Background: an optimization exercise with open tools, aiming at small area, a short achievable clock period and few clock cycles. Do not read the settings as production practice.
The RTL was checked by simulation tests, not by an equivalence proof against the original design.
No activity file was given, so power comes from the tool's default toggle rates.

Setup of run a:
==> flow/design.v (excerpt) <==
module dsb1_pid (
    input  wire         clk,
    input  wire         rst,         
    input  wire         ev_valid,
    input  wire [31:0]  ev_word,
    output wire         ev_ready,
    output reg          act_valid,
    output wire [10:0]  act_a,
    output wire [10:0]  act_b,
    output wire [10:0]  act_c,
    output wire [10:0]  act_d,
    output reg          tx_valid,
    output wire [335:0] tx_frame,    
    output reg          pos_valid,
    output reg  [1:0]   pos_axis,
    output reg  [31:0]  pos_value
);
Settings: LEC_CHECK=0, CAP_MARGIN=20, CORE_MARGIN=2, CORE_UTILIZATION=40, SLEW_MARGIN=20; clock period 36.0 ns.
standard.sh (not shown) runs the stock make flow with config.mk's settings and CLKGATE_MAP_FILE= SYNTH_SCRIPT=/design/flow/synth_recipe.tcl, a recipe that flattens the netlist after the stock synthesis.
==> flow/flow/run.sh <==
#!/bin/bash
set -euo pipefail
bash standard.sh BUFFER_PORTS_ARGS="-buffer_cell sky130_fd_sc_hd__buf_2" finish > standard.log 2>&1
Testbench counts of run a, summed over its fixed seeds: cycles 16,065.
Input changes introduced in run b (baseline for comparison: run a):
==> flow/flow/run.sh <==
#!/bin/bash
set -euo pipefail
bash standard.sh BUFFER_PORTS_ARGS="-buffer_cell sky130_fd_sc_hd__buf_4" finish > standard.log 2>&1
==> summary.txt <==
Looking only at global-route usage, and setting everything else aside, the lower value of run a and run b goes to run a.
Count of nets after finishing essentially unchanged between run a and run b.
On number of instances in the placed design, run a and run b are neck and neck.
Run a → run b: setup slack down 0.064 ns, switching portion of total power fell 0.49 points, non-clock buffer count -0.66%.
Area share of buffers outside the clock network in run b vs run a: up 2.1 points
| final critical delay including setup and external delays | higher: run b |
In run b the design area turned out about 2.5% higher than in run a.


== build 58 ==
Another version of the RTL of dsb1_pid (not shown whole).
Size in the first run: roughly 820 flip-flops, roughly 450 I/O pins, roughly 41000 µm² of cells after synthesis.
==> flow/config.mk <==
export PLATFORM = sky130hd
export DESIGN_NAME = dsb1_pid
export DESIGN_NICKNAME = dsb1_pid
export VERILOG_FILES = /design/flow/design.v
export SDC_FILE = /design/flow/constraint.sdc
export NUM_CORES = 4
export LEC_CHECK = 0
export CAP_MARGIN = 20
export CORE_MARGIN = 2
export CORE_UTILIZATION = 60
export PLACE_DENSITY = 0.7
export SLEW_MARGIN = 20
==> flow/constraint.sdc <==
create_clock -name core_clock -period 36.0 [get_ports {clk}]
set_input_delay 7.2000 -clock core_clock [delete_from_list [all_inputs] [get_ports {clk}]]
set_output_delay 7.2000 -clock core_clock [all_outputs]
set_load 0.01 [all_outputs]
==> flow/flow/run.sh <==
#!/bin/bash
set -euo pipefail
bash standard.sh BUFFER_PORTS_ARGS="-buffer_cell sky130_fd_sc_hd__buf_1" finish > standard.log 2>&1
Testbench counts of build 58, summed over its fixed seeds: cycles 16,065.
Modified inputs, build 59 compared to build 58
Settings: CORE_UTILIZATION changed from 60 to 75; PLACE_DENSITY changed from 0.7 to 0.85.
--- outcome ---
- Build 59: full flow OK, the timing, design-rule and antenna checks passed
- Build 58 → build 59: non-clock buffer count dropped 2, synthesized instance count barely changed, power dropped about 3.5%, post-DP HPWL climbed 1.4%.
- Looking at utilization, build 59 sits 16 points above build 58.
The following lists how build 13 was set up differently from build 59:
Settings: changing CORE_UTILIZATION from 75 to 60; setting CTS_CLUSTER_SIZE to 40 for the first time; changing PLACE_DENSITY from 0.85 to 0.7; setting CTS_CLUSTER_DIAMETER to 60 for the first time.
### Flow results
For the layout-stage area growth over the synthesis result, build 13 came in 0.69 points lower than build 59 did.
Comparing sequential share of layout area for build 59 and build 13, the bigger number came from build 13.
A capturing instance or port of the critical path of tx_frame[278] is what build 13 shows, while tx_frame[294] belongs to build 59.
Compared with build 59, in build 13 clock-pin slew on the worst setup and hold paths saw an increase, multi-input combinational cell area saw little to no change, minimum setup slack after placement saw an increase, register area saw little to no change.
Input changes introduced in build 25 (baseline for comparison: build 13):
Settings: a change of CTS_CLUSTER_SIZE from 40 to 30.
## What came out
- Build 25 ran to completion and came out clean on the timing, design-rule and antenna checks.
- Comparing build 25 against build 13, there is no change at all in non-clock buffering overhead in the final layout.
- Between build 25 and build 13, the violation count after the first detailed-routing iteration is lower for build 25.
- Build 25 against build 13: number of global-route vias before repair held steady, worst hold slack across all endpoints held steady, fmax held steady, smallest setup slack after layout grew by 0.0079 ns.
- There was hardly any difference in total area of multi-input combinational cells between build 13 and build 25.
- Total iterations of the first detailed-routing run (lower): build 25

[separate check: timing with driven ports]
The flow's constraints put no driver on any port. The routed layouts listed below were extracted and timed again, unchanged, in two steps. Step 1 sets driving cells, clkbuf_16 on the clock port and buf_2 on the other inputs (assumed; they add their load-dependent delay and slew). Step 2, shift: input delay + t, output delay - t, t = (earliest + latest rising clock arrival at the registers) / 2. This alone moves slack from input paths to output paths. Slacks: ideal / step 1 / step 2; pairs: ideal / step 1.
run	t, ns	slack for setup (ns)	worst setup path at the end	worst register clock-pin slew, ns
run a	0.713	27.248 / 27.181 / 27.771	input to register	0.06 / 0.06
run b	0.724	27.184 / 27.119 / 27.713	input to register	0.06 / 0.06
build 58	0.695	27.442 / 27.374 / 27.437	input to register	0.06 / 0.06
build 59	0.689	27.371 / 27.308 / 27.417	input to register	0.07 / 0.07
build 13	0.708	27.408 / 27.340 / 27.454	input to register	0.10 / 0.10
build 25	0.706	27.416 / 27.348 / 27.440	input to register	0.10 / 0.10
After both steps every run listed still meets setup and hold. The setup slack of build 58, which loses most, moves by -0.068 ns with the drivers and by -0.005 ns with both steps.
